Background: an optimization exercise with open tools, aiming at small area, a short achievable clock period and few clock cycles. Do not read the settings as production practice. Only simulation tests tie the RTL to the original design; equivalence was not proved. No activity file was given, so power comes from the tool's default toggle rates.

==> flow/design.v <==
module vgc_topo (
    input  wire        clk,
    input  wire        rst,
    input  wire        cfg_we,
    input  wire [7:0]  cfg_addr,
    input  wire [31:0] cfg_wdata,
    input  wire        cmd_valid,
    output wire        cmd_ready,
    input  wire [31:0] cmd,
    output wire        rsp_valid,
    input  wire        rsp_ready,
    output wire [63:0] rsp
);
    localparam ST_OK       = 8'h00;
    localparam ST_NOTFOUND = 8'h01;
    localparam ST_INVTOPO  = 8'h02;
    localparam ST_NOREG    = 8'h05;
    localparam ST_STATE    = 8'h06;
    localparam ST_ILLEGAL  = 8'h07;
    localparam ST_RESOURCE = 8'h08;
    integer i, c, g;
    reg        d_present  [0:3];
    reg        d_explicit [0:3];
    reg        d_deb      [0:3];
    reg [3:0]  d_ngrp     [0:3];
    reg [5:0]  d_gpp      [0:3];
    reg [7:0]  d_barno    [0:3];
    reg [15:0] d_pin_base [0:3];
    reg [15:0] d_npins    [0:3];
    reg [31:0] d_padregs  [0:3];
    reg [15:0] d_gbase    [0:31];
    reg [5:0]  d_gsize    [0:31];
    reg [15:0] d_ggpio    [0:31];
    reg        lc;             
    reg [15:0] err_count;
    reg        err_code;       
    reg [15:0] err_pin;
    wire [5:0] w_gpp_sat  = (cfg_wdata[23:16] > 8'd32) ? 6'd33 : cfg_wdata[21:16];
    wire        wr    = cfg_we & ~lc;
    wire [31:0] wdat  = rst ? 32'd0 : cfg_wdata;
    wire [5:0]  wgpp  = rst ? 6'd0 : w_gpp_sat;
    always @(posedge clk) begin
        for (i = 0; i < 4; i = i + 1) begin
            if (rst || (wr && cfg_addr[7:6] == i && cfg_addr[5:0] == 6'h00)) begin
                d_present[i]  <= wdat[0];
                d_explicit[i] <= wdat[1];
                d_deb[i]      <= wdat[2];
                d_ngrp[i]     <= wdat[11:8];
                d_gpp[i]      <= wgpp;
                d_barno[i]    <= wdat[31:24];
            end
            if (rst || (wr && cfg_addr[7:6] == i && cfg_addr[5:0] == 6'h01)) begin
                d_pin_base[i] <= wdat[15:0];
                d_npins[i]    <= wdat[31:16];
            end
            if (rst || (wr && cfg_addr[7:6] == i && cfg_addr[5:0] == 6'h02))
                d_padregs[i]  <= wdat;
        end
        for (i = 0; i < 32; i = i + 1) begin
            if (rst || (wr && cfg_addr[7:6] == i / 8 && cfg_addr[5:3] == 3'b010 && cfg_addr[2:0] == i % 8)) begin
                d_gbase[i] <= wdat[15:0];
                d_gsize[i] <= rst ? 6'd0 : ((cfg_wdata[23:16] > 8'd32) ? 6'd33 : cfg_wdata[21:16]);
            end
            if (rst || (wr && cfg_addr[7:6] == i / 8 && cfg_addr[5:3] == 3'b100 && cfg_addr[2:0] == i % 8))
                d_ggpio[i] <= wdat[15:0];
        end
    end
    wire [3:0] act;    
    assign act[0] = d_present[0];
    assign act[1] = act[0] & d_present[1];
    assign act[2] = act[1] & d_present[2];
    assign act[3] = act[2] & d_present[3];
    reg  rv;           
    reg  s1_v, q_v;
    reg  sk_v;         
    wire hold  = rv & ~rsp_ready;
    assign cmd_ready = ~sk_v;
    wire acc   = cmd_valid & ~sk_v;
    wire [7:0]  c_op  = cmd[7:0];
    wire [7:0]  c_sel = cmd[15:8];
    wire [15:0] c_pin = cmd[31:16];
    reg  [5:0]  c_cls;
    reg         c_ill;
    always @(*) begin
        c_cls = 6'd0;
        c_ill = 1'b0;
        case (c_op)
            8'h01: begin c_cls[0] = 1'b1; c_ill = (c_sel != 8'd0) || (c_pin != 16'd0); end
            8'h04: begin c_cls[1] = 1'b1; c_ill = (c_sel != 8'd0); end
            8'h05: begin c_cls[2] = 1'b1; end
            8'h06: begin c_cls[3] = 1'b1; c_ill = (c_sel >= 8'd3); end
            8'h07: begin c_cls[4] = 1'b1; c_ill = (c_sel != 8'd0); end
            8'h08: begin c_cls[5] = 1'b1; c_ill = (c_sel != 8'd0) || (c_pin != 16'd0); end
            default: c_ill = 1'b1;
        endcase
    end
    wire [25:0] c_dec = {c_ill, c_cls, |c_sel[7:2], c_sel[1:0], c_pin};
    reg  [25:0] sk_dec;
    reg  [25:0] q_dec;
    wire        q_ill   = q_dec[25];
    wire [5:0]  q_cls   = q_dec[24:19];
    wire        q_selhi = q_dec[18];
    wire [1:0]  q_sel   = q_dec[17:16];
    wire [15:0] q_pin   = q_dec[15:0];
    reg [16:0] coff [0:3];
    reg [3:0]  chit;
    always @(*) begin
        for (c = 0; c < 4; c = c + 1) begin
            coff[c] = {1'b0, q_pin} - {1'b0, d_pin_base[c]};
            chit[c] = act[c] & ~coff[c][16] & (coff[c][15:0] < d_npins[c]);
        end
    end
    reg [1:0]  f_c;
    reg        f_cf;
    reg [15:0] f_off;
    always @(*) begin
        f_cf = |chit;
        f_c = chit[0] ? 2'd0 : chit[1] ? 2'd1 : chit[2] ? 2'd2 : 2'd3;
        f_off = coff[f_c][15:0];
    end
    reg [15:0] rg_base [0:7];
    reg [5:0]  rg_size [0:7];
    reg [16:0] rg_d    [0:7];
    reg [7:0]  rg_hit;
    reg [2:0]  rg_g;
    reg        rg_f;
    reg [5:0]  rg_gpp;
    reg [16:0] rg_off;
    reg [8:0]  mul [1:7];
    reg [2:0]  sg;
    always @(*) begin
        for (g = 0; g < 8; g = g + 1) begin
            rg_base[g] = d_gbase[{q_sel, g[2:0]}];
            rg_size[g] = d_gsize[{q_sel, g[2:0]}];
            rg_d[g]    = {1'b0, q_pin} - {1'b0, rg_base[g]};
            rg_hit[g]  = ~rg_d[g][16] && (rg_d[g][15:0] < {10'd0, rg_size[g]}) && (g < d_ngrp[q_sel]);
        end
        rg_gpp = d_gpp[q_sel];
        rg_off = coff[q_sel];
        for (g = 1; g < 8; g = g + 1) mul[g] = rg_gpp * g;
        sg = 3'd0;
        for (g = 1; g < 8; g = g + 1) if (rg_off[15:0] >= {7'd0, mul[g]}) sg = g;
        if (d_explicit[q_sel]) begin
            rg_f = |rg_hit;
            rg_g = 3'd0;
            for (g = 7; g >= 0; g = g - 1) if (rg_hit[g]) rg_g = g;
        end else begin
            rg_f = chit[q_sel];
            rg_g = sg;
        end
        if (q_selhi || !act[q_sel]) rg_f = 1'b0;
    end
    reg [16:0] mp_d   [0:31];
    reg [31:0] mp_hit;
    reg [3:0]  mp_ch;      
    reg [31:0] mp_oh;      
    reg [3:0]  mp_cf;      
    reg [7:0]  gf;
    reg        seen;
    always @(*) begin
        for (i = 0; i < 32; i = i + 1) begin
            mp_d[i]   = {1'b0, q_pin} - {1'b0, d_ggpio[i]};
            mp_hit[i] = ~mp_d[i][16] && (mp_d[i][15:0] < {10'd0, d_gsize[i]}) &&
                        ((i % 8) < d_ngrp[i / 8]) && d_explicit[i / 8] && act[i / 8];
        end
        for (c = 0; c < 4; c = c + 1)
            mp_ch[c] = d_explicit[c] ? |mp_hit[c*8 +: 8] : chit[c];
        seen = 1'b0;
        for (c = 0; c < 4; c = c + 1) begin
            mp_cf[c] = mp_ch[c] & ~seen;
            seen = seen | mp_ch[c];
        end
        for (c = 0; c < 4; c = c + 1) begin
            seen = 1'b0;
            for (g = 0; g < 8; g = g + 1) begin
                gf[g] = mp_hit[c*8+g] & ~seen;
                seen = seen | mp_hit[c*8+g];
            end
            mp_oh[c*8 +: 8] = gf & {8{mp_cf[c] & d_explicit[c]}};
        end
    end
    reg        s1_ill;
    reg [5:0]  s1_cls;
    reg [1:0]  s1_sel;
    reg [15:0] s1_pin;
    reg        s1_cf;
    reg [1:0]  s1_c;
    reg [15:0] s1_off;
    reg        s1_rgf;
    reg [2:0]  s1_rgg;
    reg        s1_mf;
    reg [31:0] s1_moh;
    reg [7:0] b_st;
    reg [7:0] cst;
    always @(*) begin
        b_st = ST_OK;
        for (c = 3; c >= 0; c = c - 1) begin
            cst = ST_OK;
            if (d_explicit[c]) begin
                if (d_ngrp[c] > 4'd8) cst = ST_RESOURCE;
                else begin
                    for (g = 0; g < 8; g = g + 1)
                        if (g < d_ngrp[c] && d_gsize[c*8+g] > 6'd32) cst = ST_INVTOPO;
                end
            end else if (d_npins[c] != 16'd0) begin
                if (d_gpp[c] == 6'd0) cst = ST_RESOURCE;
                else if (d_gpp[c] > 6'd32 && d_npins[c] > 16'd32) cst = ST_INVTOPO;
                else if ({3'd0, d_npins[c]} > {10'd0, d_gpp[c], 3'd0}) cst = ST_RESOURCE;
            end
            if (act[c] && cst != ST_OK) b_st = cst;
        end
    end
    reg [15:0] m_base, m_gpio;
    reg [16:0] m_val;
    reg [31:0] ro_val;
    reg [7:0]  n_st, n_aux;
    reg [15:0] n_pinf;
    reg [31:0] n_val;
    reg        n_nf;        
    reg        n_built;
    always @(*) begin
        m_base = 16'd0;
        m_gpio = 16'd0;
        for (i = 0; i < 32; i = i + 1) begin
            m_base = m_base | (d_gbase[i] & {16{s1_moh[i]}});
            m_gpio = m_gpio | (d_ggpio[i] & {16{s1_moh[i]}});
        end
        m_val = {1'b0, s1_pin} + {1'b0, m_base} - {1'b0, m_gpio};
        ro_val = d_padregs[s1_c] + {28'd0, s1_sel, 2'b00} +
                 (d_deb[s1_c] ? {12'd0, s1_off, 4'd0} : {13'd0, s1_off, 3'd0});
        n_st = ST_OK; n_aux = 8'd0; n_pinf = 16'd0; n_val = 32'd0;
        n_nf = 1'b0; n_built = 1'b0;
        if (s1_ill) n_st = ST_ILLEGAL;
        else if (s1_cls[0]) begin
            if (lc) n_st = ST_STATE;
            else begin
                n_st = b_st;
                n_built = (b_st == ST_OK);
            end
        end else if (s1_cls[5]) begin
            n_pinf = err_pin;
            n_val  = {err_count, 7'd0, err_code, 7'd0, lc};
        end else if (!lc) n_st = ST_STATE;
        else if (s1_cls[1]) begin
            if (s1_cf) n_aux = {6'd0, s1_c};
            else n_nf = 1'b1;
        end else if (s1_cls[2]) begin
            if (s1_rgf) n_aux = {5'd0, s1_rgg};
            else n_nf = 1'b1;
        end else if (s1_cls[3]) begin
            if (!s1_cf) n_nf = 1'b1;
            else if (s1_sel == 2'd2 && !d_deb[s1_c]) n_st = ST_NOREG;
            else begin
                n_aux = d_barno[s1_c];
                n_val = ro_val;
            end
        end else begin
            if (s1_mf) n_val = {15'd0, m_val};
            else n_nf = 1'b1;
        end
        if (n_nf) n_st = ST_NOTFOUND;
    end
    reg [7:0]  r_st, r_aux;
    reg [15:0] r_pinf;
    reg [31:0] r_val;
    assign rsp_valid = rv;
    assign rsp = {r_val, r_pinf, r_aux, r_st};
    always @(posedge clk) begin
        if (rst) begin
            rv        <= 1'b0;
            s1_v      <= 1'b0;
            q_v       <= 1'b0;
            sk_v      <= 1'b0;
            lc        <= 1'b0;
            err_count <= 16'd0;
            err_code  <= 1'b0;
            err_pin   <= 16'd0;
        end else if (!hold) begin
            rv   <= s1_v;
            s1_v <= q_v;
            q_v  <= sk_v | acc;
            sk_v <= 1'b0;
            if (s1_v) begin
                if (n_built) lc <= 1'b1;
                if (n_nf) begin
                    if (err_count != 16'hFFFF) err_count <= err_count + 16'd1;
                    err_code <= 1'b1;
                    err_pin  <= s1_pin;
                end
            end
        end else if (acc) begin
            sk_v <= 1'b1;
        end
    end
    always @(posedge clk) begin
        if (!hold) begin
            r_st   <= n_st;
            r_aux  <= n_aux;
            r_pinf <= n_pinf;
            r_val  <= n_val;
            s1_ill <= q_ill;
            s1_cls <= q_cls;
            s1_sel <= q_sel;
            s1_pin <= q_pin;
            s1_cf  <= f_cf;
            s1_c   <= f_c;
            s1_off <= f_off;
            s1_rgf <= rg_f;
            s1_rgg <= rg_g;
            s1_mf  <= |mp_ch;
            s1_moh <= mp_oh;
            q_dec  <= sk_v ? sk_dec : c_dec;
        end else if (acc) begin
            sk_dec <= c_dec;
        end
    end
endmodule
==> flow/run.sh <==
#!/bin/bash
# synth_recipe.tcl (not shown) runs the flow's synth.tcl, then flattens the netlist and writes it again
# the make line also repeats each setting of config.mk as NAME=value (left out here)
make -C /OpenROAD-flow-scripts/flow DESIGN_CONFIG=/design/flow/config.mk WORK_HOME=/design/flow/orfs CLKGATE_MAP_FILE= SYNTH_SCRIPT=/design/flow/synth_recipe.tcl finish
==> flow/config.mk <==
export PLATFORM = sky130hd
export DESIGN_NAME = vgc_topo
export DESIGN_NICKNAME = vgc_topo
export VERILOG_FILES = /design/flow/design.v
export SDC_FILE = /design/flow/constraint.sdc
export NUM_CORES = 4
export LEC_CHECK = 0
export CAP_MARGIN = 20
export CORE_MARGIN = 2
export CORE_UTILIZATION = 40
export PLACE_DENSITY = 0.6
export SLEW_MARGIN = 20
==> flow/constraint.sdc <==
create_clock -name core_clock -period 10.0 [get_ports {clk}]
set_input_delay 2.0000 -clock core_clock [delete_from_list [all_inputs] [get_ports {clk}]]
set_output_delay 2.0000 -clock core_clock [all_outputs]
set_load 0.01 [all_outputs]
==> impl_metrics.py <==
metrics = {
    "synth": {
        "synth_most_common_cell": "edfxtp_1",
        "avgSynthCellArea_um2": 11.11,
        "synth_fa_ha_area_share_pct": 13.23,
        "synth_edf_count": 1746,
        "syn_inst": 10400,
        "yosysSeqAreaShare_pct": 46.04,
        "synth_compound_area_share_pct": 16.49,
        "synth-simple-area-share_pct": 10.83,
        "synth-main-ff-cell": "edfxtp_1",
        "yosys.area.top_type": "edfxtp_1",
        "synth_top_family_by_area": "compound AO/OA/AOI/OAI gates",
        "synthDistinctLibCells": 113,
        "synth_xor_area_share_pct": 2.358,
        "yosys_register_bits": 1784,
        "yosys_warnings": 19,
        "synth_area_um2": 115500,
        "synthMuxAreaShare_pct": 6.136,
        "async_flop_share_pct": 0,
        "synth.area.top_cells": "edfxtp_1 45%, ha_1 12%, mux4_2 4.6%, inv_1 4.1%, a21oi_1 2.3%",
        "synth_commonest_cells": "1746 x edfxtp_1, 1259 x inv_1, 1108 x ha_1, 641 x nor2_1, 537 x a21oi_1",
        "synth_top_area_share_pct": 45.38,
    },
    "power_and_ir_drop": {
        "swShare_pct": 37.29,
        "clkPwrFrac_pct": 30.4,
        "p_comb_share_pct": 32.4,
        "intPower_mw": 16.36,
        "p_leak_nw": 52.31,
        "seqPwrFrac_pct": 37.1,
        "powerDensity_nw_per_um2": 199.5,
        "p_switching_mw": 9.727,
        "power.total_mw": 26.08,
        "peakVddDrop_mv": 0.1598,
    },
    "setup_path": {
        "critPathMaxFanout": 10,
        "cp-end-kind": "register",
        "cpPeakStageDelay_ns": 0.84,
        "rr_worst_depth": 20,
        "critical_path_arrival_ns": 8.13,
        "worst_setup_path_start_kind": "register",
        "rr_startpoint": "q_dec[17]",
        "path_delay_family": "compound AO/OA/AOI/OAI gates",
        "worstSetupPathType": "reg -> reg",
        "crit_chain": "mux4_2, inv_1, ha_1, nor2b_1, o21ai_0, a21boi_0, a21oi_1, ha_1, nand3_1, o21ai_0, a2111oi_0, nand3_1, a2111oi_0, o21ai_0, nor4_1, nand3_1, nor4_1, a21oi_1, o211ai_1, and4_1",
        "r2r_end": "s1_rgg[0]",
        "crit_path_top_delay_cell": "o211ai_1",
        "rrSetupSlack_ns": 2.62,
        "cp.required_ns": 10.75,
        "cp.buffers_inverters": 1,
    },
    "clock_tree": {
        "post_cts_buffers": 0,
        "clock_path_buffers": 4,
        "clk_pin_slew_ns": 0.06,
        "hold_buffers": 0,
        "cts_tree": "done",
        "cts_max_level": 4,
        "cts.sinks": 1784,
        "root_buffer": "clkbuf_16",
        "clk-insertion-delay-late_ns": 0.95,
        "cts_resized": 0,
        "cts_inserted_buffers": 207,
    },
    "route": {
        "drt-vias-per-instance": 6.789,
        "ant_nets": 0,
        "finalWirelength_um": 643100,
        "dr.pass1.iters": 11,
        "dr.first_iter.drc_count": 16490,
        "wl_per_cell_um": 43.38,
        "drc": 0,
        "vias": 100600,
    },
    "placed_design": {
        "numPortBuffers": 138,
        "pre_cts_slack_ns": 3.029,
        "gp_congestion": 1.131,
        "dp_hpwl_um": 487700,
        "place_area_um2": 123700,
        "place_inst": 14390,
    },
    "sta": {
        "relSlewSlack_pct": 7.300,
        "rsz0062_at_grt": "false",
        "finalCritPeriodShare_pct": 73.75,
        "fin_ws_ns": 2.625,
        "tightest_slew_ns": 1.388,
        "period_needed_ns": 7.375,
        "hold_viol": 0,
        "fin_setup_tns_ns": 0,
        "drv_slew": 0,
        "fin_worst_skew_ns": 0.08353,
        "setup_violations": 0,
        "fmax_mhz": 135.6,
    },
    "layout": {
        "fin_area_um2": 130800,
        "instances_no_fill": 14820,
        "areaGrowthSynthToFinish_pct": 13.17,
        "drive_above_1_share_pct": 10.33,
        "fin_nets": 12070,
    },
    "run_status": {
        "outcome": "finished clean",
    },
    "hold_path": {
        "whs_endpoint": "s1_cls[3]",
        "hold_start": "q_dec[22]",
        "min_delay_path_depth": 0,
        "hp-class": "reg -> reg",
    },
    "floorplan": {
        "core_area_um2": 287700,
        "ios": 143,
        "die_area_um2": 293200,
        "die-height_um": 541.4,
        "fp-row-count": 197,
        "die_w_um": 541.4,
        "initial_core_util_pct": 40.17,
    },
    "global_route": {
        "use_met3_pct": 16.91,
        "antenna_found_initial": 127,
        "grt_util_met2_pct": 60.76,
        "busiest_layer": "met2",
        "use_met1_pct": 52.02,
        "grt_pass1_wl_um": 842000,
        "grt_pass1_vias": 93180,
        "track_usage_pct": 42.71,
        "grt-ovfl-total": 0,
        "grt_max_degree": 63,
    },
    "flow_run": {
        "maxCapViolCount": 0,
    },
}
==> registers in the layout (all words and copies together) (netlist names), 4 cells and up <==
register    flops
d_gsize       192
r_pinf         16
err_pin        16
d_barno        32
d_deb           4
s1_cls          5
d_present       4
d_ggpio       512
q_dec          25
s1_pin         16
r_val          32
d_pin_base     64
r_st            4
sk_dec         25
r_aux           8
err_count      16
d_gbase       512
d_npins        64
d_padregs     128
s1_moh         32
d_gpp          24
s1_off         16
d_explicit      4
d_ngrp         16
==> kinds of logic after synthesis <==
kind of cell / after synthesis
AOI/OAI and AO/OA: 2780
and+or+nand+nor: 2435
DFF: 1784
buffers and inverters: 1505
adders and majority gates: 1180
muxes: 406
xor gates and xnor gates: 311
other: 1
==> power by group through the flow <==
| stage | Combinational, mW | Clock [mW] | Sequential (mW) |
|---|---|---|---|
| after floorplan | 5.09 | 0 | 9.25 |
| after global placement | 8.11 | 0 | 9.77 |
| after detailed placement | 8.13 | 0 | 9.77 |
| after CTS | 8.19 | 7.93 | 9.62 |
| after global routing | 8.98 | 8.20 | 9.66 |
| final | 8.45 | 7.94 | 9.69 |
==> area by class of cell <==
type	instances	area, µm²
multi-input combinational	7116	57220
timing repair buffer	450	3877
tap	3781	4731
fill	26550	156900
sequential	1784	53190
clock inverter	133	1470
clock buffer	244	5391
inverter	1260	4730
antenna	56	140.1
==> how the worst max path moves through the flow <==
stage	from	end	depth (start not counted)
floorplan	rsp_ready	sk_dec[0]	3
CTS	q_dec[17]	s1_rgg[0]	18
finish	q_dec[17]	s1_rgg[0]	20
global placement	q_dec[17]	s1_rgf	21
global route	q_dec[17]	s1_rgg[0]	18
detailed placement	q_dec[17]	s1_rgg[0]	18
==> placed cells by master, fill, tap and decap left out, types with 43 or more instances in the layout <==
master / instances
nand4_1: 165
or4_1: 49
clkbuf_16: 209
o31ai_1: 45
nor2b_1: 189
a22oi_1: 334
o21a_1: 133
o21ai_0: 496
mux4_2: 235
diode_2: 56
and3_1: 66
a21o_1: 176
nor4_1: 85
a21boi_0: 58
clkdlybuf4s50_1: 137
edfxtp_1: 1746
nor3_1: 199
a31oi_1: 66
a21oi_1: 534
o211ai_1: 59
nand2b_1: 125
inv_1: 1258
a22o_1: 102
o2111ai_1: 72
xnor2_1: 194
or3_1: 46
fa_1: 70
nand3_1: 183
a2111oi_0: 43
mux2i_1: 103
mux2_2: 68
a211oi_1: 105
buf_4: 298
a221oi_1: 115
o22ai_1: 48
nor2_1: 637
ha_1: 1108
xor2_1: 117
o21bai_1: 63
nand2_1: 424
==> per-layer routing <==
| layer | part of all wire [%] | vias to the layer above |
|---|---|---|
| met3 | 14 | 2034 |
| met5 | 0.20 | - |
| li1 | - | 40670 |
| met1 | 36 | 50090 |
| met4 | 8.9 | 72 |
| met2 | 41 | 7782 |
==> per-stage QoR <==
step	hold WS (ns)	utilization [%]
after floorplan	0.4003	-
after global placement	0.4041	42.96
after detailed placement	0.4084	43.01
after CTS	0.4235	45.40
after global routing	0.4309	45.41
final	0.4224	45.46
Testbench counts, summed over its fixed seeds: cycles 14,544.

## separate check: timing with driven ports
The flow's constraints put no driver on any port. The routed layout listed below was extracted and timed again, unchanged, in two steps.
Step 1 (the two cells are an assumption about what drives the block):
set clk [get_ports {clk}]
set_driving_cell -lib_cell sky130_fd_sc_hd__clkbuf_16 $clk
set_driving_cell -lib_cell sky130_fd_sc_hd__buf_2 [delete_from_list [all_inputs] $clk]
Step 2 moves the port delays by t, midway between the first and last clock arrival at a register: inputs arrive t later, outputs are due t later. That takes back most of the time a late clock gives input paths.
Three values: no drivers, after step 1, after step 2; two values: the first two.
t (ns): 1.023
setup WS [ns]: 2.625 / 2.625 / 2.625
pins driven straight from the clock port: 1
After both steps this run still meets setup and hold. The setup slack of this run moves by 0.000 ns with the drivers and by 0.000 ns with both steps.
